What follows belongs to an exercise in optimizing a design on an open flow for small area; a production flow would make more cautious choices.
The RTL was checked by simulation tests, not by an equivalence proof against the original design.
Power and IR drop assume default switching activity.

`flow/flow/run.sh`:
```
#!/bin/bash
# Layout flow: the standard flow (standard.sh) with two changes to how the
# layout is made:
#  - synthesis maps with an area-oriented ABC script (abc_area_min.script)
#    instead of ORFS's delay-oriented one; everything else in synthesis,
#    including the registers, is the standard synthesis;
#  - port buffers are the smallest buffer cell, buf_1, instead of the cell
#    buffer_ports picks by default.
# Each tool's output goes to a log file in this folder.
set -euo pipefail
here=$(pwd)
rm -rf "$here/scripts_mod"
cp -r "$FLOW_HOME/scripts" "$here/scripts_mod"
cp "$here/flow/abc_area_min.script" "$here/scripts_mod/abc_speed.script"
bash standard.sh SCRIPTS_DIR="$here/scripts_mod" \
  BUFFER_PORTS_ARGS="-buffer_cell sky130_fd_sc_hd__buf_1" finish > "$here/flow_make.log" 2>&1
```
`flow/flow/abc_area_min.script`:
```
&get -n
&st
&syn2
&dch -f
&nf -a -R 1000
&put
```
`flow/standard.sh`:
```
#!/bin/bash
# synth_recipe.tcl (not shown) runs the flow's synth.tcl, then flattens the netlist and writes it again
# the make line also repeats each setting of config.mk as NAME=value (left out here)
make -C /OpenROAD-flow-scripts/flow DESIGN_CONFIG=/design/flow/config.mk WORK_HOME=/design/flow/orfs CLKGATE_MAP_FILE= SYNTH_SCRIPT=/design/flow/synth_recipe.tcl "${@:-finish}"
```
`flow/config.mk`:
```
export PLATFORM = sky130hd
export DESIGN_NAME = murx_core
export DESIGN_NICKNAME = murx_core
export VERILOG_FILES = /design/flow/design.v
export SDC_FILE = /design/flow/constraint.sdc
export NUM_CORES = 4
export LEC_CHECK = 0
export CAP_MARGIN = 20
export CORE_AREA = 10 10 270 270
export CTS_BUF_LIST = sky130_fd_sc_hd__clkbuf_4 sky130_fd_sc_hd__clkbuf_8
export DIE_AREA = 0 0 280 280
export SETUP_SLACK_MARGIN = 0.6
export SLEW_MARGIN = 20
```
`flow/constraint.sdc`:
```
create_clock -name core_clock -period 10.0 [get_ports {clk}]
set_input_delay 2.0000 -clock core_clock [delete_from_list [all_inputs] [get_ports {clk}]]
set_output_delay 2.0000 -clock core_clock [all_outputs]
set_load 0.01 [all_outputs]
```
`flow/design.v`:
```
module murx_core (
    input  wire         clk,
    input  wire         rst,           
    input  wire [16:0]  code_len,      
    output wire [15:0]  code_addr,
    input  wire [31:0]  code_rdata,
    output wire [15:0]  dmem_addr,
    output wire         dmem_we,
    output wire [15:0]  dmem_wdata,
    input  wire [15:0]  dmem_rdata,
    output wire [9:0]   fs_addr,
    output wire         fs_we,
    output wire [272:0] fs_wdata,
    input  wire [272:0] fs_rdata,
    input  wire [3:0]   dbg_raddr,
    output wire [15:0]  dbg_rdata,
    output wire [1:0]   status,        
    output wire [2:0]   err_code,
    output wire [15:0]  err_info,
    output wire [16:0]  pc,
    output wire         carry,
    output wire [1:0]   cmp,           
    output wire [9:0]   depth
);
    localparam [1:0] CMP_NONE = 2'd0, CMP_LT = 2'd1, CMP_EQ = 2'd2, CMP_GT = 2'd3;
    localparam [2:0] E_DIV0 = 3'd1, E_UNKNOWN = 3'd2, E_OVERFLOW = 3'd3,
                     E_UNDERFLOW = 3'd4, E_BOUNDS = 3'd5, E_SHIFT = 3'd6,
                     E_UNSPEC = 3'd7;
    localparam [4:0] S_INIT = 5'd0, S_F0 = 5'd1, S_F1 = 5'd2, S_COL = 5'd3,
                     S_MEM = 5'd4, S_P1 = 5'd5, S_P2 = 5'd6, S_CMP = 5'd7,
                     S_WR = 5'd8, S_ADV = 5'd9, S_CW = 5'd10, S_C2 = 5'd11,
                     S_R1 = 5'd12, S_R2 = 5'd13, S_R3 = 5'd14, S_DONE = 5'd15,
                     S_R4 = 5'd16, S_MEMW = 5'd17, S_WB = 5'd18;
    reg [4:0]  state;
    reg [3:0]  rot;           
    reg        stale;         
    reg [16:0] pc_q;
    reg        carry_q;
    reg [1:0]  cmp_q;
    reg [9:0]  depth_q;
    reg [2:0]  err_code_q;
    reg [15:0] A, ACC;
    reg [4:0]  cnt;
    reg        dneg;
    reg [1:0]  trc;           
    wire fresh = ~stale;
    wire sINIT = (state == S_INIT);
    wire sF0   = (state == S_F0);
    wire sF1   = (state == S_F1);
    wire sCOL  = (state == S_COL);      
    wire sWB   = (state == S_WB);       
    wire sWR   = (state == S_WR);
    wire sMEM  = (state == S_MEM);
    wire sMEMW = (state == S_MEMW);
    wire sP1   = (state == S_P1);
    wire sP2   = (state == S_P2);
    wire sCMP  = (state == S_CMP);
    wire sADV  = (state == S_ADV);
    wire sCW   = (state == S_CW);
    wire sC2   = (state == S_C2);
    wire sR1   = (state == S_R1);
    wire sR3   = (state == S_R3);
    wire sDONE = (state == S_DONE);
    wire [7:0] b0 = code_rdata[7:0];
    wire [7:0] b1 = code_rdata[15:8];
    wire [7:0] b2 = code_rdata[23:16];
    wire [7:0] b3 = code_rdata[31:24];
    reg f_rr, f_ri, f_rm, f_mr, f_r, f_m, f_a;
    reg k_cp, k_add, k_sub, k_mul, k_div, k_neg, k_negm, k_xor, k_and, k_or,
        k_not, k_notm, k_shr, k_shl, k_cmp, k_br, k_call, k_ret, k_halt,
        op_unknown, op_unspec;
    always @(*) begin
        {f_rr, f_ri, f_rm, f_mr, f_r, f_m, f_a} = 7'd0;
        {k_cp, k_add, k_sub, k_mul, k_div, k_neg, k_negm, k_xor, k_and, k_or,
         k_not, k_notm, k_shr, k_shl, k_cmp, k_br, k_call, k_ret, k_halt,
         op_unknown, op_unspec} = 21'd0;
        case (b0)
            8'h01: begin k_cp  = 1'b1; f_rr = 1'b1; end
            8'h02: begin k_cp  = 1'b1; f_ri = 1'b1; end
            8'h03: f_mr = 1'b1;
            8'h04: begin k_cp  = 1'b1; f_rm = 1'b1; end
            8'h05: begin k_add = 1'b1; f_rr = 1'b1; end
            8'h06: begin k_add = 1'b1; f_ri = 1'b1; end
            8'h07: begin k_add = 1'b1; f_rm = 1'b1; end
            8'h08: begin k_sub = 1'b1; f_rr = 1'b1; end
            8'h09: begin k_sub = 1'b1; f_ri = 1'b1; end
            8'h0A: begin k_sub = 1'b1; f_rm = 1'b1; end
            8'h0B: begin k_mul = 1'b1; f_rr = 1'b1; end
            8'h0C: begin k_mul = 1'b1; f_ri = 1'b1; end
            8'h0D: begin k_mul = 1'b1; f_rm = 1'b1; end
            8'h0E: begin k_div = 1'b1; f_rr = 1'b1; end
            8'h0F: begin k_div = 1'b1; f_ri = 1'b1; end
            8'h10: begin k_div = 1'b1; f_rm = 1'b1; end
            8'h11: begin k_neg = 1'b1; f_r  = 1'b1; end
            8'h12: begin k_negm = 1'b1; f_m = 1'b1; end
            8'h13: begin k_xor = 1'b1; f_rr = 1'b1; end
            8'h14: begin k_xor = 1'b1; f_ri = 1'b1; end
            8'h15: begin k_xor = 1'b1; f_rm = 1'b1; end
            8'h16: begin k_and = 1'b1; f_rr = 1'b1; end
            8'h17: begin k_and = 1'b1; f_ri = 1'b1; end
            8'h18: begin k_and = 1'b1; f_rm = 1'b1; end
            8'h19: begin k_or  = 1'b1; f_rr = 1'b1; end
            8'h1A: begin k_or  = 1'b1; f_ri = 1'b1; end
            8'h1B: begin k_or  = 1'b1; f_rm = 1'b1; end
            8'h1C: begin k_not = 1'b1; f_r  = 1'b1; end
            8'h1D: begin k_notm = 1'b1; f_m = 1'b1; end
            8'h1E: begin k_shr = 1'b1; f_rr = 1'b1; end
            8'h1F: begin k_shr = 1'b1; f_ri = 1'b1; end
            8'h20: begin k_shl = 1'b1; f_rr = 1'b1; end
            8'h21: begin k_shl = 1'b1; f_ri = 1'b1; end
            8'h22: begin k_cmp = 1'b1; f_rr = 1'b1; end
            8'h23: begin k_cmp = 1'b1; f_ri = 1'b1; end
            8'h24: begin k_cmp = 1'b1; f_rm = 1'b1; end
            8'h25, 8'h26, 8'h27, 8'h28, 8'h29, 8'h2A, 8'h2B, 8'h2C:
                   begin k_br = 1'b1; f_a = 1'b1; end
            8'h2D, 8'h2E: op_unspec = 1'b1;
            8'h2F: begin k_call = 1'b1; f_a = 1'b1; end
            8'h30: k_ret  = 1'b1;
            8'h31: k_halt = 1'b1;
            default: op_unknown = 1'b1;
        endcase
    end
    wire k_shift = k_shr | k_shl;
    wire k_iter  = k_mul | k_div | k_shift;
    wire [2:0] ilen = {f_ri | f_rm | f_mr,
                       f_rr | f_r | f_m | f_a,
                       ~(f_rr | f_r | f_ri | f_rm | f_mr)};
    wire [3:0]  ra    = f_rr ? b1[7:4] : f_mr ? b3[3:0] : b1[3:0];
    wire [15:0] imm   = {b3, b2};
    wire [15:0] field = {b2, b1};
    reg taken;
    always @(*) begin
        case (b0[3:0])
            4'h5: taken = (cmp_q == CMP_EQ);
            4'h6: taken = cmp_q[0];
            4'h7: taken = (cmp_q == CMP_GT);
            4'h8: taken = cmp_q[1];
            4'h9: taken = (cmp_q == CMP_LT);
            4'hA: taken = cmp_q[1] ^ cmp_q[0];
            4'hB: taken = carry_q;
            default: taken = 1'b1;    
        endcase
    end
    wire [15:0] s15 = fs_rdata[255:240];
    wire [3:0]  rd_reg = sDONE ? dbg_raddr : (sP2 | (sMEM & f_mr)) ? ra : b1[3:0];
    wire [3:0]  rd_sel = rd_reg + rot;
    reg  [15:0] rd;
    integer ri;
    always @(*) begin
        rd = 16'd0;
        for (ri = 0; ri < 16; ri = ri + 1)
            rd = rd | (fs_rdata[16*ri +: 16] & {16{rd_sel == ri}});
    end
    wire        at_ra  = ((rot ^ ra) == 4'hF);      
    wire        target = (sCOL | sWB) & fresh & at_ra;
    wire [15:0] bsrc = ({16{f_rr | f_r | f_mr}} & rd) | ({16{f_ri}} & imm) |
                       ({16{f_rm | f_m}} & dmem_rdata);
    wire first = cnt[4];
    wire cnt0  = (cnt == 5'd0);
    wire step  = sCMP & ~cnt0;
    wire xs_pc   = sF0 | sF1 | sADV;
    wire xs_s15  = sCOL & ~(k_cp | k_neg | k_not);
    wire xs_dep  = sCW | sR1;
    wire xs_accm = sCMP & (cnt0 | (k_mul & ~first));
    wire xs_accd = step & k_div;
    wire [16:0] X = ({17{xs_pc}}   & pc_q) |
                    ({17{xs_s15}}  & {s15[15], s15}) |
                    ({17{xs_dep}}  & {7'd0, depth_q}) |
                    ({17{xs_accm}} & {ACC[15], ACC}) |
                    {{16{xs_accd & ~first}} & ACC, xs_accd & A[15]};
    wire ys_b    = sCOL | sMEM | sP1 | (step & (k_div | (k_mul & A[0])));
    wire ys_rd   = sP2;
    wire ys_a    = sWB;
    wire ys_code = sF0;
    wire ys_len  = sF1 | sADV;
    wire ys_one  = sCW | sR1;
    wire [15:0] yv = ({16{ys_b}} & bsrc) | ({16{ys_rd}} & rd) | ({16{ys_a}} & A) |
                     ({16{ys_code}} & code_len[15:0]) |
                     {13'd0, ({3{ys_len}} & ilen) | {2'b00, ys_one}};
    wire [16:0] Y = {ys_code ? code_len[16] : yv[15], yv};
    reg sub;
    always @(*) begin
        sub = 1'b0;
        if (sF0 | sR1)            sub = 1'b1;
        if (sCOL)                 sub = k_sub | k_cmp | k_neg | k_not;
        if (sWB)                  sub = k_div & dneg;
        if (sMEM)                 sub = f_m;
        if (sP2)                  sub = k_div & rd[15];
        if (step)                 sub = k_mul ? (cnt == 5'd1) : (~(ACC[15] & ~first) ^ bsrc[15]);
    end
    wire cin1 = sCMP & cnt0 & A[15];
    wire [16:0] Ye  = Y ^ {17{sub}};
    wire        cin = sub | cin1;
    wire [16:0] p   = X ^ Ye;
    wire [16:0] g   = X & Ye;
    reg  [17:0] G, P;
    reg  [17:0] Gn, Pn;
    integer li, bi;
    always @(*) begin
        G = {g, cin};
        P = {p, 1'b0};
        for (li = 0; li < 5; li = li + 1) begin
            Gn = G; Pn = P;
            for (bi = 0; bi < 18; bi = bi + 1)
                if ((bi >> li) & 1) begin
                    Gn[bi] = G[bi] | (P[bi] & G[((bi >> li) << li) - 1]);
                    Pn[bi] = P[bi] & P[((bi >> li) << li) - 1];
                end
            G = Gn; P = Pn;
        end
    end
    wire [16:0] S   = p ^ G[16:0];
    wire        c17 = G[17];
    wire        s_ovf  = S[16] ^ S[15];
    wire        s_zero = (S[15:0] == 16'd0);
    wire [1:0]  trc_n  = (&S[16:2]) ? S[1:0] : 2'd0;
    reg         trunc;    
    always @(*) begin
        case (trc)
            2'd3:    trunc = ~ilen[0] | ilen[1];
            2'd2:    trunc = ilen[2] | (ilen[1] & ilen[0]);
            2'd1:    trunc = ilen[2];
            default: trunc = 1'b0;
        endcase
    end
    wire sel_p = k_xor | k_cp | k_not | k_notm | f_mr;
    wire [15:0] res = ({16{k_and}} & g[15:0]) | ({16{k_or}} & (p[15:0] | g[15:0])) |
                      ({16{sel_p}} & p[15:0]) | ({16{~(k_and | k_or | sel_p)}} & S[15:0]);
    wire rotw = (fresh & (sINIT | ((sCOL | sWB) & ~at_ra) | sCW)) | sWR;
    wire [15:0] rin = (sWR | sINIT) ? A : s15;    
    assign fs_addr  = depth_q;
    assign fs_we    = rotw | sC2;
    assign fs_wdata = {pc_q, fs_rdata[239:0], rin};
    assign code_addr  = pc_q[15:0];
    assign dmem_addr  = (f_ri | f_rm) ? imm : field;
    assign dmem_we    = sMEMW;
    assign dmem_wdata = A;
    assign dbg_rdata = rd;
    assign status   = {sDONE & (err_code_q != 3'd0), sDONE & (err_code_q == 3'd0)};
    assign err_code = err_code_q;
    assign err_info = ({16{err_code_q == E_UNKNOWN || err_code_q == E_UNSPEC}} & {8'd0, b0}) |
                      ({16{err_code_q == E_SHIFT}} & A);
    assign pc       = pc_q;
    assign carry    = carry_q;
    assign cmp      = cmp_q;
    assign depth    = depth_q;
    wire f1_fault = op_unknown | op_unspec | trunc | (k_ret & (depth_q == 10'd0)) |
                    (k_call & (depth_q == 10'd1000));
    wire [2:0] f1_code = op_unknown ? E_UNKNOWN : op_unspec ? E_UNSPEC : trunc ? E_BOUNDS :
                         k_ret ? E_UNDERFLOW : E_OVERFLOW;
    always @(posedge clk) begin
        stale <= fs_we;
        if (sINIT | sP1 | (sP2 & (err_code_q == 3'd0)) | target | sMEM)
            A <= res;
        else if (step)
            A <= (k_mul | k_shr) ? {S[0], A[15:1]} : {A[14:0], k_div & ~S[16]};
        ACC <= (k_mul | k_shr) ? S[16:1] : S[15:0];
        if (sP1)
            cnt <= k_shift ? {1'b0, S[3:0]} : 5'd16;
        else if (step)
            cnt <= cnt - 5'd1;
        trc <= trc_n;
        if (sP1)
            dneg <= S[15];
        else if (sP2)
            dneg <= dneg ^ rd[15];
        if (rst) begin
            state      <= S_INIT;
            rot        <= 4'd0;
            pc_q       <= 17'd0;
            carry_q    <= 1'b0;
            cmp_q      <= CMP_NONE;
            depth_q    <= 10'd0;
            err_code_q <= 3'd0;
            stale      <= 1'b1;
        end else begin
            if (sR1)
                rot <= 4'd0;
            else if (rotw)
                rot <= rot + 4'd1;
            if (sP1)
                err_code_q <= (k_div && bsrc == 16'd0) ? E_DIV0 :
                              (k_shift && bsrc[15:4] != 12'd0) ? E_SHIFT : 3'd0;
            else if ((sF0 & c17) | (sF1 & f1_fault))
                err_code_q <= sF0 ? E_BOUNDS : f1_code;
            if ((sF1 & ~f1_fault & (k_halt | (k_br & ~taken))) | sADV)
                pc_q <= S;
            else if ((sF1 & ~f1_fault & k_br & taken) | sC2)
                pc_q <= {1'b0, field};
            else if (sR3)
                pc_q <= fs_rdata[272:256];
            if ((sCW & fresh & (rot == 4'd15)) | sR1)
                depth_q <= S[9:0];
            if ((target & sCOL & (k_add | k_sub | k_neg)) | (sMEM & k_negm))
                carry_q <= s_ovf;
            else if (target & sWB & k_div)
                carry_q <= ~dneg & A[15];
            else if (sCMP & cnt0 & k_mul)
                carry_q <= ~s_zero;
            if (target & sCOL & k_cmp)
                cmp_q <= S[16] ? CMP_LT : s_zero ? CMP_EQ : CMP_GT;
            case (state)
                S_INIT: if (fresh && rot == 4'd15) state <= S_F0;
                S_F0:   state <= c17 ? S_DONE : S_F1;
                S_F1: begin
                    if (f1_fault | k_halt)        state <= S_DONE;
                    else if (k_br)                state <= S_F0;
                    else if (k_call)              state <= S_CW;
                    else if (k_ret)               state <= S_R1;
                    else if (f_mr | f_m)          state <= S_MEM;
                    else if (k_iter)              state <= S_P1;
                    else                          state <= S_COL;
                end
                S_COL:  if (target) state <= k_cmp ? S_ADV : S_WR;
                S_WB:   if (target) state <= S_WR;
                S_WR:   state <= S_ADV;
                S_MEM:  state <= S_MEMW;
                S_MEMW: state <= S_ADV;
                S_P1:   state <= S_P2;
                S_P2:   state <= (err_code_q != 3'd0) ? S_DONE : S_CMP;
                S_CMP:  if (cnt0) state <= S_WB;
                S_ADV:  state <= S_F0;
                S_CW:   if (fresh && rot == 4'd15) state <= S_C2;
                S_C2:   state <= S_F0;
                S_R1:   state <= S_R2;
                S_R2:   state <= S_R3;
                S_R3:   state <= S_R4;
                S_R4:   state <= S_ADV;
                default: ;    
            endcase
        end
    end
endmodule
```
==> impl_metrics.ini, run 1 <==
[status]
outcome = finished with violations
so_faults = setup timing

[logic_synthesis]
synth_edf_count = 22
synth-seq-cells = 83
synthArstFlopShare_pct = 0
yosys.area.top_type = buf_4
ys_warn_count = 1
synth_area_um2 = 11400
netlist_instances = 1521
synth_area_per_cell_um2 = 7.48
synth_area_leaders = buf_4 19%, dfxtp_1 11%, nand2_1 6.6%
syn_nets = 1916
synth_ff_type = dfxtp_1
synth.yosys.seq_area_share_pct = 16.5
synth_top_area_share_pct = 18.7
synth_cell_types = 53

[sta]
maxSlewHeadroom_pct = 24.2
rsz0062_at_grt = true
fin_worst_skew_ps = 13.9
hold_viol = 0
period_minus_slack_ps = 10190
setup_viol = 2
slew_viol_final = 0
finalSetupTns_ps = -284
timing.fmax_mhz = 98.1
worst_slew_pin_slew_ps = 1130
fin_crit_sh_pct = 102
hold_ws_ps = 600
setup_ws_ps = -191

[clocking]
ctsHoldBuffers = 0
htreeDepth = 3
cts_buffers = 9
clkTransAtPathRegs_ps = 90
clock-sinks = 83
root_buffer = clkbuf_8
cts_tree = done
clk_latency_ps = 400
clk_path_buf_depth = 2

[pwr]
ir_drop_mv = 0.0888
switching_share_pct = 54.2
pwr_density_cell_nw_per_um2 = 200
p_clk_share_pct = 7.3
p_leak_nw = 5.71
p_int_mw = 1.47
p_comb_share_pct = 75.9
seq_power_share_pct = 16.8
p_sw_mw = 1.74

[placement]
post-place-ws_ps = -1070
dp_cells = 3097
io_buffer_count = 743
hpwlAfterDp_um = 114000
gp_congestion = 1.05

[global_routing]
grt_max_degree = 41
grt_pass1_vias = 16104
antenna_found_initial = 19
grt_pass1_wl_um = 160000
grt_usage_pct = 30.7
gr-total-overflow = 0

[route]
post-route-drc-count = 0
routed_via_density = 5.29
drtIter0Drc = 2574
vias = 16671
ant_nets = 0
routed_wl_um = 128000
firstDrtPassIters = 9
avgRoutedWirePerCell_um = 40.6

[finish]
fillers = 7730
instances_no_fill = 3150
drive_above_1_share_pct = 17.0
syn2layout_area_growth_pct = 40.8
finalNetCount = 2657
final_core_util_pct = 23.9

[setup_path]
cp-end-kind = flip-flop
cp_max_fo = 5
path_buf_inv = 6
slowest_delay_ps = 440
crit_top_cell = a21o_1
worstPathArrival_ps = 10460
r2r_slack_ps = 1050
cp_slowest_cell = or4_4
start_kind = input pin
r2r-start = state[1]
r2r_end = carry_q
crit_required_ps = 10260
worstSetupPathType = in -> reg
critPathTopFamily = compound AO/OA/AOI/OAI gates
worstRegToRegCells = 49

[floorplan]
die_w_um = 280
die-area_um2 = 78400
initial_utilization_pct = 17.0
ios = 744
fp.dieH_um = 280
rows = 95
core_um2 = 67000

[hold_path]
hold_end = pc_q[8]
holdPathStages = 2
hp-class = reg -> reg
min_from = pc_q[8]

[flow_run]
drv_cap = 0
-- power groups by stage --
stage	clock [mW]	sequential [mW]	combinational (mW)
2_1_floorplan	0	0.490	1.10
3_3_place_gp	0	0.545	2.27
3_5_place_dp	0	0.545	2.27
4_1_cts	0.235	0.537	2.32
5_1_grt	0.247	0.541	2.55
6_report	0.234	0.539	2.43
-- kinds of logic after synthesis --
kind of cell	share of synthesized area, %
buf+inv	20.6
fa+ha+maj	6.00
simple gates	20.6
flops	16.5
mux	6.48
xor+xnor	3.77
compound gates	26.0
-- routing by layer --
metal	part of all wire (%)	routed length (µm)	vias up	GRT usage [%]
met5	0.063	81	-	0
met4	7.3	9330	12	19.0
met3	16	21000	214	19.3
met2	41	51900	1311	44.2
met1	36	45600	8203	33.4
li1	-	-	6931	-
-- worst max path at each step --
stage / startpoint / to / slack [ps] / cells past startpoint
floorplan: code_rdata[0] / carry_q / -370 / 51
global placement: code_rdata[1] / carry_q / -1000 / 52
detailed placement: code_rdata[1] / carry_q / -1070 / 52
CTS: code_rdata[0] / carry_q / -100 / 54
global route: code_rdata[0] / carry_q / -580 / 55
finish: code_rdata[0] / carry_q / -190 / 55
-- worst reg2reg max path: cells and delay by family, from the launching register on --
family	cells	cell delay, ps
XOR/XNOR	3	550
adder cells (fa/ha/maj)	3	1030
AND/OR/NAND/NOR	20	3450
buffers and inverters	3	460
AO/OA/AOI/OAI	20	2840
flip-flops	1	490
-- cell usage in the layout (no fill, tap or decap), types with 20 or more instances in the layout --
cell	count
mux2i_1	23
a222oi_1	62
nand2_1	190
a22o_1	30
a22oi_1	51
mux2_1	45
a21oi_1	60
dfxtp_1	61
a211oi_1	34
edfxtp_1	22
nor3_1	25
nor2_1	114
clkinv_1	55
buf_1	741
nand4_1	37
ha_1	41
o21ai_0	62
buf_4	261
a221oi_1	20
nand3_1	22
xnor2_1	27
-- synth_stat cells, types with 7 or more instances --
cell	instances
or3_1	10
or2_0	8
nand3_1	24
a211oi_1	34
a22oi_1	52
nand2b_1	15
nor2_1	134
mux2i_1	23
a22o_1	30
nor4_1	8
a221oi_1	23
xnor2_1	33
edfxtp_1	22
o221ai_1	7
ha_1	45
nand4_1	37
dfxtp_1	61
o21ai_0	72
a31oi_1	13
o22ai_1	10
nand2_1	199
clkinv_1	59
buf_4	283
mux2_1	45
nor3_1	37
a21oi_1	72
xor2_1	16
a222oi_1	62
and3_1	15
and2_0	14
-- registers in the layout (all words and copies together) (netlist names) --
| signal | count |
|---|---|
| dneg | 1 |
| state | 5 |
| depth_q | 10 |
| carry_q | 1 |
| stale | 1 |
| cmp_q | 2 |
| trc | 2 |
| ACC | 16 |
| err_code_q | 3 |
| cnt | 5 |
| rot | 4 |
| A | 16 |
| pc_q | 17 |
-- per-stage QoR --
| stage | cell area [µm²] | power, mW |
|---|---|---|
| after detailed placement | 15400 | 2.81 |
| final | 16000 | 3.20 |
| after floorplan | 11700 | 1.59 |
| after global placement | 15400 | 2.81 |
| after CTS | 15700 | 3.10 |
| after global routing | 16000 | 3.34 |
-- final cells by class --
| type | instances | area (µm²) | share of cell area (%) |
|---|---|---|---|
| repair buffers | 1013 | 4900 | 30.6 |
| diodes | 10 | 25.0 | 0.156 |
| inverters | 59 | 260 | 1.62 |
| multi-input cells | 1096 | 7700 | 48.1 |
| flip-flops and latches | 83 | 1880 | 11.7 |
| clock inverters | 7 | 43.8 | 0.273 |
| clock buffers | 9 | 124 | 0.773 |
| well taps | 873 | 1090 | 6.81 |
-- repair_timing --
action	CTS	global route
setup buffers	13	14
gates cloned	0	0
endpoints found under the hold margin	0	0
setup endpoints to repair	20	30
pin swaps	33	37
gates resized for setup	20	40
==> run 2: changes to the inputs <==
==> flow/run.sh (new file) <==
#!/bin/bash
# synth_recipe.tcl (not shown) runs the flow's synth.tcl, then flattens the netlist and writes it again
# the make line also repeats each setting of config.mk as NAME=value (left out here)
make -C /OpenROAD-flow-scripts/flow DESIGN_CONFIG=/design/flow/config.mk WORK_HOME=/design/flow/orfs CLKGATE_MAP_FILE= SYNTH_SCRIPT=/design/flow/synth_recipe.tcl finish
--- a/flow/config.mk
+++ b/flow/config.mk
@@ -11,3 +11,3 @@
 export DIE_AREA = 0 0 280 280
-export SETUP_SLACK_MARGIN = 0.6
+export SETUP_SLACK_MARGIN = 0.3
 export SLEW_MARGIN = 20
removed: flow/flow/run.sh
removed: flow/flow/abc_area_min.script
removed: flow/standard.sh
==> run 2 against run 1 <==
  * The run now finishes clean
  * Fmax rose by 4.0%
  * Largest power group unchanged
  * Highest routed layer unchanged
  * Sequential power grew 34%
  * Clock skew up 6.6 ps
  * Synthesized cell count is 20% higher
  * Via count rose by 8.3%
  * First-iteration DRC count shrank 13%
  * Critical path type unchanged
  * Sequential cell count did not move
  * Combinational power grew 77%
  * Setup slack gained 390 ps
==> impl_metrics.ini, run 2 <==
[sta]
rsz0062_at_grt = true
maxSlewHeadroom_pct = 20.6
fin_crit_sh_pct = 98.0
hold_ws_ps = 627
setup_viol = 0
period_minus_slack_ps = 9800
finalSetupTns_ps = 0
timing.fmax_mhz = 102
setup_ws_ps = 200
worst_slew_pin_slew_ps = 1190
fin_worst_skew_ps = 20.5
hold_viol = 0
slew_viol_final = 0

[finish]
largest_reg_flops = 17
multi_input_area_um2 = 9510
final_core_util_pct = 34.1
fillers = 7168
regMostFlops = pc_q
syn2layout_area_growth_pct = 65.5
finalNetCount = 2884
reg_top3 = pc_q (17), ACC (16), A (16)
drive_above_1_share_pct = 19.9
final_common_cell = clkdlybuf4s50_1
final_cell_mix = 731 x clkdlybuf4s50_1, 288 x buf_4, 220 x nand2_1
final-seq-area_um2 = 1880

[status]
outcome = timing/DRC/antenna clean

[logic_synthesis]
synth_adder_area_share_pct = 4.94
synth_area_per_cell_um2 = 7.56
yosys.area_share.simple_pct = 19.3
synthTopCellsByCount = 292 x buf_4, 222 x nand2_1, 109 x nor2_1, 105 x a21oi_1, 89 x o21ai_0
synth_compound_area_share_pct = 24.4
synth_top_area_share_pct = 15.9
yosysMostFrequentCell = buf_4
synth.yosys.seq_area_share_pct = 13.6
synth_area_um2 = 13800
ys_warn_count = 1
yosys.area.top_type = buf_4
synth_ff_type = dfxtp_1
synth_area_leaders = buf_4 16%, dfxtp_1 8.8%, nand2_1 6.0%
synth_top_family_by_area = compound AO/OA/AOI/OAI gates
muxShareOfSynthArea_pct = 12.5
synth_edf_count = 22
netlist_instances = 1828
synthArstFlopShare_pct = 0
synth_xor_xnor_area_share_pct = 4.42
synth_cell_types = 97
synth-seq-cells = 83
syn_nets = 2223

[setup_path]
slowest_delay_ps = 860
worstPathArrival_ps = 10060
cp_max_fo = 6
cp-end-kind = flip-flop
crit_required_ps = 10260
worstSetupPathType = in -> reg
cp_slowest_cell = fa_4
start_kind = input pin

[global_routing]
grt_pass1_wl_um = 166000
grt_pass1_vias = 17736
antenna_found_initial = 32
gr-total-overflow = 0
grt_usage_pct = 31.0
grt_max_degree = 40

[clocking]
htreeDepth = 3
clk_latency_ps = 400
ctsHoldBuffers = 0
cts_tree = done
clock-sinks = 83
clkTransAtPathRegs_ps = 100
clk_path_buf_depth = 2
root_buffer = clkbuf_8
cts_buffers = 9

[pwr]
p_leak_nw = 8.87
pwr_density_cell_nw_per_um2 = 232
ir_drop_mv = 0.130

[placement]
post-place-ws_ps = -650
gp_congestion = 1.02
hpwlAfterDp_um = 111000
io_buffer_count = 743

[floorplan]
rows = 95
initial_utilization_pct = 20.6
fp.dieH_um = 280
core_um2 = 67000
die_w_um = 280
ios = 744
die-area_um2 = 78400

[route]
post-route-drc-count = 0
drtIter0Drc = 2229
routed_via_density = 5.35
firstDrtPassIters = 8
avgRoutedWirePerCell_um = 37.9
vias = 18054
routed_wl_um = 128000
ant_nets = 0

[hold_path]
hp-class = reg -> reg

[flow_run]
drv_cap = 0
-- run 2: power by group --
part	internal [mW]	switching [mW]	total [mW]
clock network	0.122	0.154	0.276
logic	1.99	2.32	4.31
registers	0.481	0.243	0.724
total	2.60	2.72	5.31
-- run 2: timing repair --
item,CTS,global route
pin swaps,29,34
setup buffers,28,15
cloned,0,1
resized for setup,51,36
setup endpoints to repair,4,4
-- run 2: worst paths after layout --
path                 startpoint    endpoint  slack (ps)  cells after the start
hold reg to reg      depth_q[8]  depth_q[8]         630                      2
hold / removal       depth_q[8]  depth_q[8]         630                      2
setup / recovery  code_rdata[1]    cmp_q[0]         200                     41
setup reg to reg       state[0]    cmp_q[0]        1610                     36
-- run 2: cells by family (layout without fill, tap and decap cells) --
group	Yosys count	count (layout)
buffers and inverters	452	1118
AO/OA/AOI/OAI	476	476
AND/OR/NAND/NOR	562	562
adder cells (fa/ha/maj)	51	51
other	0	8
flip-flops	83	83
XOR/XNOR	62	62
multiplexers	142	142
-- run 2: final cells by class --
type | instances | share of cell area, %
diodes | 8 | 0.0876
clock buffers | 10 | 0.575
clock inverters | 6 | 0.312
inverters | 51 | 0.941
multi-input cells | 1293 | 41.6
flip-flops and latches | 83 | 8.23
well taps | 873 | 4.78
repair buffers | 1051 | 43.5
-- run 2: routing by layer --
layer | wire length (µm) | share of wire, % | up-vias | GRT usage [%]
met2 | 54700 | 43 | 1254 | 47.0
met1 | 49200 | 38 | 8809 | 36.2
met4 | 5230 | 4.1 | 36 | 11.0
met5 | 264 | 0.21 | - | 0
met3 | 18700 | 15 | 212 | 17.0
li1 | - | - | 7743 | -
-- run 2: per-stage QoR --
step / instances / power, mW / instance area (µm²)
2_1_floorplan: 1828 / 2.57 / 14100
3_3_place_gp: 3307 / 4.74 / 22000
3_5_place_dp: 3307 / 4.75 / 22000
4_1_cts: 3351 / 5.13 / 22600
5_1_grt: 3371 / 5.54 / 22900
6_report: 3375 / 5.31 / 22900
-- run 2: worst max-delay path: cells and delay by family --
family | cells | cell delay, ps
and+or+nand+nor | 9 | 1820
muxes | 5 | 1090
AOI/OAI and AO/OA | 13 | 2090
xor gates and xnor gates | 1 | 120
buffers and inverters | 9 | 1020
adders and majority gates | 4 | 1890
==> run 3: changes to the inputs <==
--- a/flow/design.v
+++ b/flow/design.v
@@ -32,3 +32,3 @@
                      S_R1 = 5'd12, S_R2 = 5'd13, S_R3 = 5'd14, S_DONE = 5'd15,
-                     S_R4 = 5'd16, S_MEMW = 5'd17, S_WB = 5'd18;
+                     S_R4 = 5'd16, S_MEMW = 5'd17, S_WB = 5'd18, S_F2 = 5'd19, S_R5 = 5'd20;
     reg [4:0]  state;
@@ -45,2 +45,5 @@
     reg [1:0]  trc;           
+    reg        bneg;          
+    reg [7:0]  b0q;           
+    reg [3:0]  raq, rbq;      
     wire fresh = ~stale;
@@ -49,2 +52,3 @@
     wire sF1   = (state == S_F1);
+    wire sF2   = (state == S_F2);
     wire sCOL  = (state == S_COL);      
@@ -63,3 +67,3 @@
     wire sDONE = (state == S_DONE);
-    wire [7:0] b0 = code_rdata[7:0];
+    wire [7:0] b0 = b0q;
     wire [7:0] b1 = code_rdata[15:8];
@@ -67,57 +71,42 @@
     wire [7:0] b3 = code_rdata[31:24];
-    reg f_rr, f_ri, f_rm, f_mr, f_r, f_m, f_a;
-    reg k_cp, k_add, k_sub, k_mul, k_div, k_neg, k_negm, k_xor, k_and, k_or,
-        k_not, k_notm, k_shr, k_shl, k_cmp, k_br, k_call, k_ret, k_halt,
-        op_unknown, op_unspec;
-    always @(*) begin
-        {f_rr, f_ri, f_rm, f_mr, f_r, f_m, f_a} = 7'd0;
-        {k_cp, k_add, k_sub, k_mul, k_div, k_neg, k_negm, k_xor, k_and, k_or,
-         k_not, k_notm, k_shr, k_shl, k_cmp, k_br, k_call, k_ret, k_halt,
-         op_unknown, op_unspec} = 21'd0;
-        case (b0)
-            8'h01: begin k_cp  = 1'b1; f_rr = 1'b1; end
-            8'h02: begin k_cp  = 1'b1; f_ri = 1'b1; end
-            8'h03: f_mr = 1'b1;
-            8'h04: begin k_cp  = 1'b1; f_rm = 1'b1; end
-            8'h05: begin k_add = 1'b1; f_rr = 1'b1; end
-            8'h06: begin k_add = 1'b1; f_ri = 1'b1; end
-            8'h07: begin k_add = 1'b1; f_rm = 1'b1; end
-            8'h08: begin k_sub = 1'b1; f_rr = 1'b1; end
-            8'h09: begin k_sub = 1'b1; f_ri = 1'b1; end
-            8'h0A: begin k_sub = 1'b1; f_rm = 1'b1; end
-            8'h0B: begin k_mul = 1'b1; f_rr = 1'b1; end
-            8'h0C: begin k_mul = 1'b1; f_ri = 1'b1; end
-            8'h0D: begin k_mul = 1'b1; f_rm = 1'b1; end
-            8'h0E: begin k_div = 1'b1; f_rr = 1'b1; end
-            8'h0F: begin k_div = 1'b1; f_ri = 1'b1; end
-            8'h10: begin k_div = 1'b1; f_rm = 1'b1; end
-            8'h11: begin k_neg = 1'b1; f_r  = 1'b1; end
-            8'h12: begin k_negm = 1'b1; f_m = 1'b1; end
-            8'h13: begin k_xor = 1'b1; f_rr = 1'b1; end
-            8'h14: begin k_xor = 1'b1; f_ri = 1'b1; end
-            8'h15: begin k_xor = 1'b1; f_rm = 1'b1; end
-            8'h16: begin k_and = 1'b1; f_rr = 1'b1; end
-            8'h17: begin k_and = 1'b1; f_ri = 1'b1; end
-            8'h18: begin k_and = 1'b1; f_rm = 1'b1; end
-            8'h19: begin k_or  = 1'b1; f_rr = 1'b1; end
-            8'h1A: begin k_or  = 1'b1; f_ri = 1'b1; end
-            8'h1B: begin k_or  = 1'b1; f_rm = 1'b1; end
-            8'h1C: begin k_not = 1'b1; f_r  = 1'b1; end
-            8'h1D: begin k_notm = 1'b1; f_m = 1'b1; end
-            8'h1E: begin k_shr = 1'b1; f_rr = 1'b1; end
-            8'h1F: begin k_shr = 1'b1; f_ri = 1'b1; end
-            8'h20: begin k_shl = 1'b1; f_rr = 1'b1; end
-            8'h21: begin k_shl = 1'b1; f_ri = 1'b1; end
-            8'h22: begin k_cmp = 1'b1; f_rr = 1'b1; end
-            8'h23: begin k_cmp = 1'b1; f_ri = 1'b1; end
-            8'h24: begin k_cmp = 1'b1; f_rm = 1'b1; end
-            8'h25, 8'h26, 8'h27, 8'h28, 8'h29, 8'h2A, 8'h2B, 8'h2C:
-                   begin k_br = 1'b1; f_a = 1'b1; end
-            8'h2D, 8'h2E: op_unspec = 1'b1;
-            8'h2F: begin k_call = 1'b1; f_a = 1'b1; end
-            8'h30: k_ret  = 1'b1;
-            8'h31: k_halt = 1'b1;
-            default: op_unknown = 1'b1;
-        endcase
-    end
+    function is;    
+        input [7:0] v;
+        input [63:0] set;    
+        is = set[v[5:0]] & (v[7:6] == 2'b00);
+    endfunction
+    localparam [63:0] OP_RR = (64'd1 << 8'h01) | (64'd1 << 8'h05) | (64'd1 << 8'h08) | (64'd1 << 8'h0B) |
+                              (64'd1 << 8'h0E) | (64'd1 << 8'h13) | (64'd1 << 8'h16) | (64'd1 << 8'h19) |
+                              (64'd1 << 8'h1E) | (64'd1 << 8'h20) | (64'd1 << 8'h22);
+    localparam [63:0] OP_RI = OP_RR << 1;
+    localparam [63:0] OP_RM = (64'd1 << 8'h04) | (64'd1 << 8'h07) | (64'd1 << 8'h0A) | (64'd1 << 8'h0D) |
+                              (64'd1 << 8'h10) | (64'd1 << 8'h15) | (64'd1 << 8'h18) | (64'd1 << 8'h1B) |
+                              (64'd1 << 8'h24);
+    wire f_rr = is(b0, OP_RR);
+    wire f_ri = is(b0, OP_RI);
+    wire f_rm = is(b0, OP_RM);
+    wire f_mr = (b0 == 8'h03);
+    wire f_r  = (b0 == 8'h11) | (b0 == 8'h1C);
+    wire f_m  = (b0 == 8'h12) | (b0 == 8'h1D);
+    wire f_a  = is(b0, 64'h0000_9FE0_0000_0000);    
+    wire k_cp   = is(b0, 64'h16);                   
+    wire k_add  = is(b0, 64'hE0);                   
+    wire k_sub  = is(b0, 64'h700);                  
+    wire k_mul  = is(b0, 64'h3800);                 
+    wire k_div  = is(b0, 64'h1_C000);               
+    wire k_neg  = (b0 == 8'h11);
+    wire k_negm = (b0 == 8'h12);
+    wire k_xor  = is(b0, 64'h38_0000);              
+    wire k_and  = is(b0, 64'h1C0_0000);             
+    wire k_or   = is(b0, 64'hE00_0000);             
+    wire k_not  = (b0 == 8'h1C);
+    wire k_notm = (b0 == 8'h1D);
+    wire k_shr  = is(b0, 64'hC000_0000);            
+    wire k_shl  = is(b0, 64'h3_0000_0000);          
+    wire k_cmp  = is(b0, 64'h1C_0000_0000);         
+    wire k_br   = is(b0, 64'h1FE0_0000_0000);       
+    wire op_unspec = is(b0, 64'h6000_0000_0000);    
+    wire k_call = (b0 == 8'h2F);
+    wire k_ret  = (b0 == 8'h30);
+    wire k_halt = (b0 == 8'h31);
+    wire op_unknown = ~is(b0, 64'h3_FFFF_FFFF_FFFE);  
     wire k_shift = k_shr | k_shl;
@@ -127,3 +116,9 @@
                        ~(f_rr | f_r | f_ri | f_rm | f_mr)};
-    wire [3:0]  ra    = f_rr ? b1[7:4] : f_mr ? b3[3:0] : b1[3:0];
+    wire        c_rr  = (code_rdata[7:0] == 8'h01) | (code_rdata[7:0] == 8'h05) | (code_rdata[7:0] == 8'h08) |
+                        (code_rdata[7:0] == 8'h0B) | (code_rdata[7:0] == 8'h0E) | (code_rdata[7:0] == 8'h13) |
+                        (code_rdata[7:0] == 8'h16) | (code_rdata[7:0] == 8'h19) | (code_rdata[7:0] == 8'h1E) |
+                        (code_rdata[7:0] == 8'h20) | (code_rdata[7:0] == 8'h22);
+    wire        c_mr  = (code_rdata[7:0] == 8'h03);
+    wire [3:0]  ra_n  = c_rr ? b1[7:4] : c_mr ? b3[3:0] : b1[3:0];
+    wire [3:0]  ra    = raq;
     wire [15:0] imm   = {b3, b2};
@@ -144,3 +139,3 @@
     wire [15:0] s15 = fs_rdata[255:240];
-    wire [3:0]  rd_reg = sDONE ? dbg_raddr : (sP2 | (sMEM & f_mr)) ? ra : b1[3:0];
+    wire [3:0]  rd_reg = sDONE ? dbg_raddr : (sP2 | (sMEM & f_mr)) ? ra : rbq;
     wire [3:0]  rd_sel = rd_reg + rot;
@@ -160,3 +155,3 @@
     wire step  = sCMP & ~cnt0;
-    wire xs_pc   = sF0 | sF1 | sADV;
+    wire xs_pc   = sF0 | sF1 | sF2 | sADV;
     wire xs_s15  = sCOL & ~(k_cp | k_neg | k_not);
@@ -173,4 +168,4 @@
     wire ys_a    = sWB;
-    wire ys_code = sF0;
-    wire ys_len  = sF1 | sADV;
+    wire ys_code = sF0 | sF1;
+    wire ys_len  = sF2 | sADV;
     wire ys_one  = sCW | sR1;
@@ -183,3 +178,3 @@
         sub = 1'b0;
-        if (sF0 | sR1)            sub = 1'b1;
+        if (sF0 | sF1 | sR1)      sub = 1'b1;
         if (sCOL)                 sub = k_sub | k_cmp | k_neg | k_not;
@@ -188,3 +183,3 @@
         if (sP2)                  sub = k_div & rd[15];
-        if (step)                 sub = k_mul ? (cnt == 5'd1) : (~(ACC[15] & ~first) ^ bsrc[15]);
+        if (step)                 sub = k_mul ? (cnt == 5'd1) : (~(ACC[15] & ~first) ^ bneg);
     end
@@ -262,2 +257,7 @@
         trc <= trc_n;
+        b0q <= code_rdata[7:0];
+        raq <= ra_n;
+        rbq <= b1[3:0];
+        if (sP1)
+            bneg <= S[15];
         if (sP1)
@@ -283,7 +283,7 @@
                               (k_shift && bsrc[15:4] != 12'd0) ? E_SHIFT : 3'd0;
-            else if ((sF0 & c17) | (sF1 & f1_fault))
+            else if ((sF0 & c17) | (sF2 & f1_fault))
                 err_code_q <= sF0 ? E_BOUNDS : f1_code;
-            if ((sF1 & ~f1_fault & (k_halt | (k_br & ~taken))) | sADV)
+            if ((sF2 & ~f1_fault & (k_halt | (k_br & ~taken))) | sADV)
                 pc_q <= S;
-            else if ((sF1 & ~f1_fault & k_br & taken) | sC2)
+            else if ((sF2 & ~f1_fault & k_br & taken) | sC2)
                 pc_q <= {1'b0, field};
@@ -304,3 +304,4 @@
                 S_F0:   state <= c17 ? S_DONE : S_F1;
-                S_F1: begin
+                S_F1:   state <= S_F2;
+                S_F2: begin
                     if (f1_fault | k_halt)        state <= S_DONE;
@@ -327,3 +328,4 @@
                 S_R3:   state <= S_R4;
-                S_R4:   state <= S_ADV;
+                S_R4:   state <= S_R5;
+                S_R5:   state <= S_ADV;
                 default: ;    
==> flow/flow/run.sh (new file) <==
#!/bin/bash
# Layout flow: the standard flow (standard.sh) with three changes to how the
# layout is made:
#  - synthesis maps with an area-oriented ABC script (abc_area_min.script)
#    instead of ORFS's delay-oriented one; everything else in synthesis,
#    including the registers, is the standard synthesis;
#  - port buffers are the smallest buffer cell, buf_1, instead of the cell
#    buffer_ports picks by default;
#  - synthesis does not put its own buffer on wires that run straight from an
#    input port to an output port (SYNTH_INSBUF=0): buffer_ports still gives
#    each of those ports its own buffer.
# Each tool's output goes to a log file in this folder.
set -euo pipefail
here=$(pwd)
rm -rf "$here/scripts_mod"
cp -r "$FLOW_HOME/scripts" "$here/scripts_mod"
cp "$here/flow/abc_area_min.script" "$here/scripts_mod/abc_speed.script"
bash standard.sh SCRIPTS_DIR="$here/scripts_mod" SYNTH_INSBUF=0 \
  BUFFER_PORTS_ARGS="-buffer_cell sky130_fd_sc_hd__buf_1" finish > "$here/flow_make.log" 2>&1
==> flow/flow/abc_area_min.script (new file) <==
&get -n
&st
&syn2
&dch -f
&nf -a -R 1000
&put
==> flow/standard.sh (new file) <==
#!/bin/bash
# synth_recipe.tcl (not shown) runs the flow's synth.tcl, then flattens the netlist and writes it again
# the make line also repeats each setting of config.mk as NAME=value (left out here)
make -C /OpenROAD-flow-scripts/flow DESIGN_CONFIG=/design/flow/config.mk WORK_HOME=/design/flow/orfs CLKGATE_MAP_FILE= SYNTH_SCRIPT=/design/flow/synth_recipe.tcl "${@:-finish}"
--- a/flow/config.mk
+++ b/flow/config.mk
@@ -7,7 +7,10 @@
 export LEC_CHECK = 0
-export CAP_MARGIN = 20
+export CAP_MARGIN = 0
 export CORE_AREA = 10 10 270 270
-export CTS_BUF_LIST = sky130_fd_sc_hd__clkbuf_4 sky130_fd_sc_hd__clkbuf_8
+export CTS_BUF_LIST = sky130_fd_sc_hd__clkbuf_8 sky130_fd_sc_hd__clkbuf_16
+export CTS_CLUSTER_DIAMETER = 60
+export CTS_CLUSTER_SIZE = 12
 export DIE_AREA = 0 0 280 280
+export PLACE_DENSITY = 0.75
 export SETUP_SLACK_MARGIN = 0.3
-export SLEW_MARGIN = 20
+export SLEW_MARGIN = 0
removed: flow/run.sh
==> run 3 against run 2 <==
  * Critical path depth is 1 higher
  * Setup slack better by 730 ps
  * Cell area is 35% lower
  * Largest power group unchanged
  * Fmax is 8.0% higher
  * Cell count is 12% lower
  * Global-route usage is 6.1 points lower
  * Critical path type is now reg -> reg
  * Sequential power is 5.8% higher
  * Non-clock buffer count is 224 lower
  * Clock skew is 5.3 ps higher
  * Utilization is 12 points lower
  * Critical endpoint is now carry_q
==> impl_metrics.ini, run 3 <==
[logic_synthesis]
synth_cell_types = 54
netlist_instances = 1258
synth_top_area_share_pct = 15.7
synth.yosys.seq_area_share_pct = 22.7
ys_warn_count = 1
syn_nets = 1653
yosys.area.top_type = dfxtp_1
synth_area_per_cell_um2 = 7.80
synth_area_leaders = dfxtp_1 16%, edfxtp_1 7.0%, a22oi_1 7.0%
yosysMostFrequentCell = nand2_1
synth-seq-cells = 100
synth_area_um2 = 9820
synthArstFlopShare_pct = 0
synth_edf_count = 23
synthTopCellsByCount = 158 x nand2_1, 117 x nor2_1, 91 x a22oi_1, 89 x a21oi_1, 87 x o21ai_0
synth_ff_type = dfxtp_1

[finish]
reg_top3 = pc_q (17), ACC (16), A (16)
finalNetCount = 2491
final_cell_mix = 743 x buf_1, 157 x nand2_1, 100 x nor2_1
syn2layout_area_growth_pct = 50.9
fillers = 7666
largest_reg_flops = 17
regMostFlops = pc_q
drive_above_1_share_pct = 6.28
final_common_cell = buf_1

[route]
ant_nets = 0
routed_wl_um = 104000
routed_via_density = 5.33
post-route-drc-count = 0
vias = 15916
avgRoutedWirePerCell_um = 34.8
firstDrtPassIters = 8
drtIter0Drc = 2451

[clocking]
clock-sinks = 100
cts_buffers = 9
root_buffer = clkbuf_16
clk_path_buf_depth = 2
htreeDepth = 3
ctsHoldBuffers = 0
clkTransAtPathRegs_ps = 80
cts_tree = done
clk_latency_ps = 390

[floorplan]
die_w_um = 280
ios = 744
fp.dieH_um = 280
core_um2 = 67000
initial_utilization_pct = 14.6
die-area_um2 = 78400
rows = 95

[sta]
timing.fmax_mhz = 110
worst_slew_pin_slew_ps = 1090
finalSetupTns_ps = 0
maxSlewHeadroom_pct = 27.2
setup_viol = 0
hold_viol = 0
setup_ws_ps = 926
fin_worst_skew_ps = 25.9
slew_viol_final = 0
period_minus_slack_ps = 9070
rsz0062_at_grt = false
fin_crit_sh_pct = 90.7

[setup_path]
crit_required_ps = 10250
start_kind = flip-flop
cp_max_fo = 10
worstSetupPathType = reg -> reg
cp-end-kind = flip-flop
worstPathArrival_ps = 9320
path_buf_inv = 4
slowest_delay_ps = 460
cp_slowest_cell = a22oi_1
critPathTopFamily = simple AND/OR/NAND/NOR gates

[pwr]
pwr_density_cell_nw_per_um2 = 321
ir_drop_mv = 0.156
p_leak_nw = 5.01

[global_routing]
grt_util_met2_pct = 37.8
gr-total-overflow = 0
grt_pass1_vias = 15135
grt_max_degree = 41
use_met3_pct = 7.99
top_usage_layer = met2
grt_pass1_wl_um = 135000
grt_usage_pct = 24.8
gr-usage-met1_pct = 31.1
antenna_found_initial = 26

[flow_run]
drv_cap = 0

[placement]
io_buffer_count = 743
hpwlAfterDp_um = 91300
gp_congestion = 1.03
post-place-ws_ps = 479

[status]
outcome = timing/DRC/antenna clean

[hold_path]
hp-class = reg -> reg
run 3: cell count changes in the layout (fill, tap and decap cells not counted), sizes merged, moves of 18 or more:
cell and change:
a31oi -36, mux4 -20, clkinv +57, clkdlybuf4s50 -731, a22o +23, mux2i -47
a221oi +19, a22oi +66, xnor2 -18, buf +514, nand2 -67, inv -49
nand3 -38
run 3: timing repair:
action / 4_1_cts / 5_1_grt
buffers inserted: 0 / 3
setup endpoints to repair: 0 / 7
resized for setup: 0 / 13
run 3: cell families (layout without fill, tap and decap cells):
group | Yosys count | after routing | share of synthesized area [%]
other | 0 | 12 | 0
AND/OR/NAND/NOR | 453 | 453 | 21.6
XOR/XNOR | 50 | 50 | 4.46
flip-flops | 100 | 100 | 22.7
adder cells (fa/ha/maj) | 51 | 51 | 6.96
AO/OA/AOI/OAI | 480 | 480 | 34.8
multiplexers | 67 | 67 | 7.25
buffers and inverters | 57 | 900 | 2.18
run 3: area by class of cell:
type	count	area (µm²)	share of cell area, %
clock buffers	9	225	1.52
well taps	873	1090	7.37
clock inverters	7	68.8	0.465
flip-flops and latches	100	2230	15.1
repair buffers	827	3420	23.1
diodes	12	30.0	0.203
multi-input cells	1101	7530	50.8
inverters	57	214	1.44
run 3: path summary, 6_finish.rpt:
check | from | endpoint | slack, ps | cells past startpoint
max | b0q[5] | carry_q | 930 | 42
min | err_code_q[2] | err_code_q[2] | 560 | 2
max reg2reg | b0q[5] | carry_q | 930 | 42
min reg2reg | err_code_q[2] | err_code_q[2] | 560 | 2
run 3: where the power goes:
| part | switching, mW | total, mW | internal [mW] |
|---|---|---|---|
| clock network | 0.192 | 0.369 | 0.176 |
| logic | 2.39 | 3.62 | 1.23 |
| registers | 0.181 | 0.766 | 0.585 |
run 3: worst reg2reg max path: cells and delay by family (launching register included):
| kind | cells | cell delay (ps) |
|---|---|---|
| muxes | 1 | 200 |
| and+or+nand+nor | 17 | 3090 |
| buffers and inverters | 4 | 750 |
| AOI/OAI and AO/OA | 14 | 2980 |
| xor gates and xnor gates | 3 | 520 |
| DFF | 1 | 370 |
| adders and majority gates | 3 | 1060 |
run 3: stage by stage:
step	total power [mW]	cell area, µm²	std cells	util, %	hold slack [ps]
final	4.75	14800	2986	22.1	564
after global routing	5.01	14800	2975	22.1	588
after CTS	4.65	14700	2971	22.0	553
after detailed placement	4.27	14400	2955	21.5	543
after global placement	4.25	14400	2955	21.5	534
after floorplan	2.66	9840	1258	-	529
run 3: layer usage:
metal	share of wire (%)	vias to the layer above
met3	11	177
met5	0.15	-
li1	-	6700
met2	43	1256
met4	5.2	26
met1	40	7757
==> run 4: changes to the inputs <==
--- a/flow/config.mk
+++ b/flow/config.mk
@@ -7,3 +7,3 @@
 export LEC_CHECK = 0
-export CAP_MARGIN = 0
+export CAP_MARGIN = 20
 export CORE_AREA = 10 10 270 270
@@ -15,2 +15,2 @@
 export SETUP_SLACK_MARGIN = 0.3
-export SLEW_MARGIN = 0
+export SLEW_MARGIN = 20
==> run 4 against run 3 <==
  * Sequential power about the same
  * Via count unchanged
  * First-iteration DRC count unchanged
  * Cell area unchanged
  * Largest cell class unchanged
  * Combinational power about the same
  * Still clean on timing, DRC and antenna
  * Die area unchanged
  * Count of clock-buffer cells in the layout unchanged
  * Clock skew unchanged
  * Utilization unchanged
  * Cell count unchanged
  * Power unchanged
==> impl_metrics.ini, run 4 <==
[clocking]
cts_tree = done
clk_path_buf_depth = 2
htreeDepth = 3
clk_latency_ps = 390
clkTransAtPathRegs_ps = 80
clock-sinks = 100
ctsHoldBuffers = 0
cts_buffers = 9
root_buffer = clkbuf_16

[placement]
io_buffer_count = 743
gp_congestion = 1.03
hpwlAfterDp_um = 91300

[setup_path]
cp_max_fo = 10
r2r_end = carry_q
r2r-start = b0q[5]
slowest_delay_ps = 460
worstRegToRegCells = 42
start_kind = flip-flop
cp-end-kind = flip-flop
worstSetupPathType = reg -> reg
worstPathArrival_ps = 9320
crit_required_ps = 10250
cp_slowest_cell = a22oi_1
r2r_slack_ps = 930

[global_routing]
grt_max_degree = 41
grt_usage_pct = 24.8
grt_pass1_vias = 15135
grt_pass1_wl_um = 135000
gr-total-overflow = 0
antenna_found_initial = 26

[logic_synthesis]
ys_warn_count = 1
yosysMostFrequentCell = nand2_1
synthTopCellsByCount = 158 x nand2_1, 117 x nor2_1, 91 x a22oi_1, 89 x a21oi_1, 87 x o21ai_0
synthArstFlopShare_pct = 0
synth_edf_count = 23
synth_top_area_share_pct = 15.7
synth_ff_type = dfxtp_1
synth_area_leaders = dfxtp_1 16%, edfxtp_1 7.0%, a22oi_1 7.0%
yosys.area.top_type = dfxtp_1
syn_nets = 1653
netlist_instances = 1258
synth_area_per_cell_um2 = 7.80
synth-seq-cells = 100
synth_area_um2 = 9820
synth_cell_types = 54
synth.yosys.seq_area_share_pct = 22.7

[finish]
regMostFlops = pc_q
fillers = 7666
multi_input_area_um2 = 7530
final_common_cell = buf_1
final_cell_mix = 743 x buf_1, 157 x nand2_1, 100 x nor2_1
finalNetCount = 2491
final-seq-area_um2 = 2230
reg_top3 = pc_q (17), ACC (16), A (16)
largest_reg_flops = 17
syn2layout_area_growth_pct = 50.9
drive_above_1_share_pct = 6.28

[hold_path]
hold_end = err_code_q[2]
min_from = err_code_q[2]
hp-class = reg -> reg
holdPathStages = 2

[route]
post-route-drc-count = 0
routed_wl_um = 104000
firstDrtPassIters = 8
drtIter0Drc = 2451
avgRoutedWirePerCell_um = 34.8
vias = 15916
ant_nets = 0
routed_via_density = 5.33

[sta]
fin_worst_skew_ps = 25.9
timing.fmax_mhz = 110
hold_ws_ps = 564
hold_viol = 0
rsz0062_at_grt = false
maxSlewHeadroom_pct = 27.2
setup_viol = 0
slew_viol_final = 0
fin_crit_sh_pct = 90.7
worst_slew_pin_slew_ps = 1090
period_minus_slack_ps = 9070
finalSetupTns_ps = 0

[floorplan]
ios = 744
rows = 95
die_w_um = 280
fp.dieH_um = 280
core_um2 = 67000
die-area_um2 = 78400
initial_utilization_pct = 14.6

[pwr]
p_int_mw = 1.99
switching_share_pct = 58.2
p_clk_share_pct = 7.8
p_comb_share_pct = 76.1
ir_drop_mv = 0.156
p_leak_nw = 5.01
pwr_density_cell_nw_per_um2 = 321
p_sw_mw = 2.76
seq_power_share_pct = 16.1

[status]
outcome = timing/DRC/antenna clean

[flow_run]
drv_cap = 0
## run 4: what timing repair did
| item | CTS | global route |
|---|---|---|
| setup endpoints to repair | 0 | 7 |
| setup buffers | 0 | 3 |
| gates resized for setup | 0 | 13 |
## run 4: worst max path at each step
stage                       startpoint      end  depth (start not counted)
after floorplan           dbg_raddr[1]  carry_q                         38
after global placement    dbg_raddr[1]  carry_q                         41
after detailed placement  dbg_raddr[1]  carry_q                         37
after CTS                       b0q[5]  carry_q                         41
after global routing            b0q[5]  carry_q                         42
final                           b0q[5]  carry_q                         42
## run 4: routing by layer
layer / wire (µm) / GRT usage, % / share of wire [%] / vias to the layer above
li1: - / - / - / 6700
met1: 41600 / 31.1 / 40 / 7757
met2: 45000 / 37.8 / 43 / 1256
met3: 11700 / 7.99 / 11 / 177
met4: 5400 / 12.3 / 5.2 / 26
met5: 161 / 0 / 0.15 / -
## run 4: worst max-delay path: cells and delay by family, from the launching register on
kind                       cells  cell delay, ps
xor gates and xnor gates       3             520
muxes                          1             200
and+or+nand+nor               17            3090
buffers and inverters          4             750
DFF                            1             370
adders and majority gates      3            1060
AOI/OAI and AO/OA             14            2980
## run 4: through the flow
step                      total power [mW]  worst slack (ps)  instances  utilization [%]  area (µm²)
final                                 4.75               926       2986             22.1       14800
after global routing                  5.01               325       2975             22.1       14800
after CTS                             4.65               467       2971             22.0       14700
after detailed placement              4.27               479       2955             21.5       14400
after global placement                4.25               535       2955             21.5       14400
after floorplan                       2.66               555       1258                -        9840
## run 4: cell families (layout without fill, tap and decap cells)
| group | after synthesis | in the layout | share of synthesized area (%) |
|---|---|---|---|
| compound gates | 480 | 480 | 34.8 |
| simple gates | 453 | 453 | 21.6 |
| flops | 100 | 100 | 22.7 |
| mux | 67 | 67 | 7.25 |
| buf+inv | 57 | 900 | 2.18 |
| fa+ha+maj | 51 | 51 | 6.96 |
| xor+xnor | 50 | 50 | 4.46 |
| other cells | 0 | 12 | 0 |
## run 4: layout make-up
class                           instances  area share [%]
Multi-Input combinational cell       1101            50.8
Antenna cell                           12           0.203
Tap cell                              873            7.37
Clock buffer                            9            1.52
Inverter                               57            1.44
Timing Repair Buffer                  827            23.1
Clock inverter                          7           0.465
Sequential cell                       100            15.1
## run 4: power by group through the flow
stage                     logic, mW  clock network, mW  registers, mW
after floorplan                1.95                  0          0.705
after global placement         3.48                  0          0.771
after detailed placement       3.50                  0          0.771
after CTS                      3.52              0.369          0.762
after global routing           3.85              0.382          0.775
final                          3.62              0.369          0.766

==> static timing again, ports no longer ideal <==
The flow's constraints put no driver on any port. The routed layouts listed below were extracted and timed again, unchanged, in two steps.
Step 1 (the two cells are an assumption about what drives the block):
set clk [get_ports {clk}]
set_driving_cell -lib_cell sky130_fd_sc_hd__clkbuf_16 $clk
set_driving_cell -lib_cell sky130_fd_sc_hd__buf_2 [delete_from_list [all_inputs] $clk]
Step 2 adds t to the input delays and takes it off the output delays; t is the mean of the earliest and latest rising clock arrival at the registers after step 1. Input paths then give back, and output paths get back, about the clock's delay inside the block.
Slacks: ideal ports / drivers / drivers and shift; pairs: ideal ports / drivers.
| run | t, ns | setup slack, ns | worst setup path after step 2 | latest minus earliest clock arrival (ns) |
|---|---|---|---|---|
| run 1 | 0.450 | -0.191 / -0.176 / -0.626 | input to register | 0.014 / 0.014 |
| run 2 | 0.444 | 0.200 / 0.206 / -0.238 | input to register | 0.021 / 0.020 |
| run 3 | 0.438 | 0.926 / 0.926 / 0.611 | input to register | 0.025 / 0.026 |
| run 4 | 0.438 | 0.926 / 0.926 / 0.611 | input to register | 0.025 / 0.026 |
Met with ideal ports but missed after step 2: setup timing in run 2. The setup slack of run 2, which loses most, moves by +0.006 ns with the drivers and by -0.438 ns with both steps.
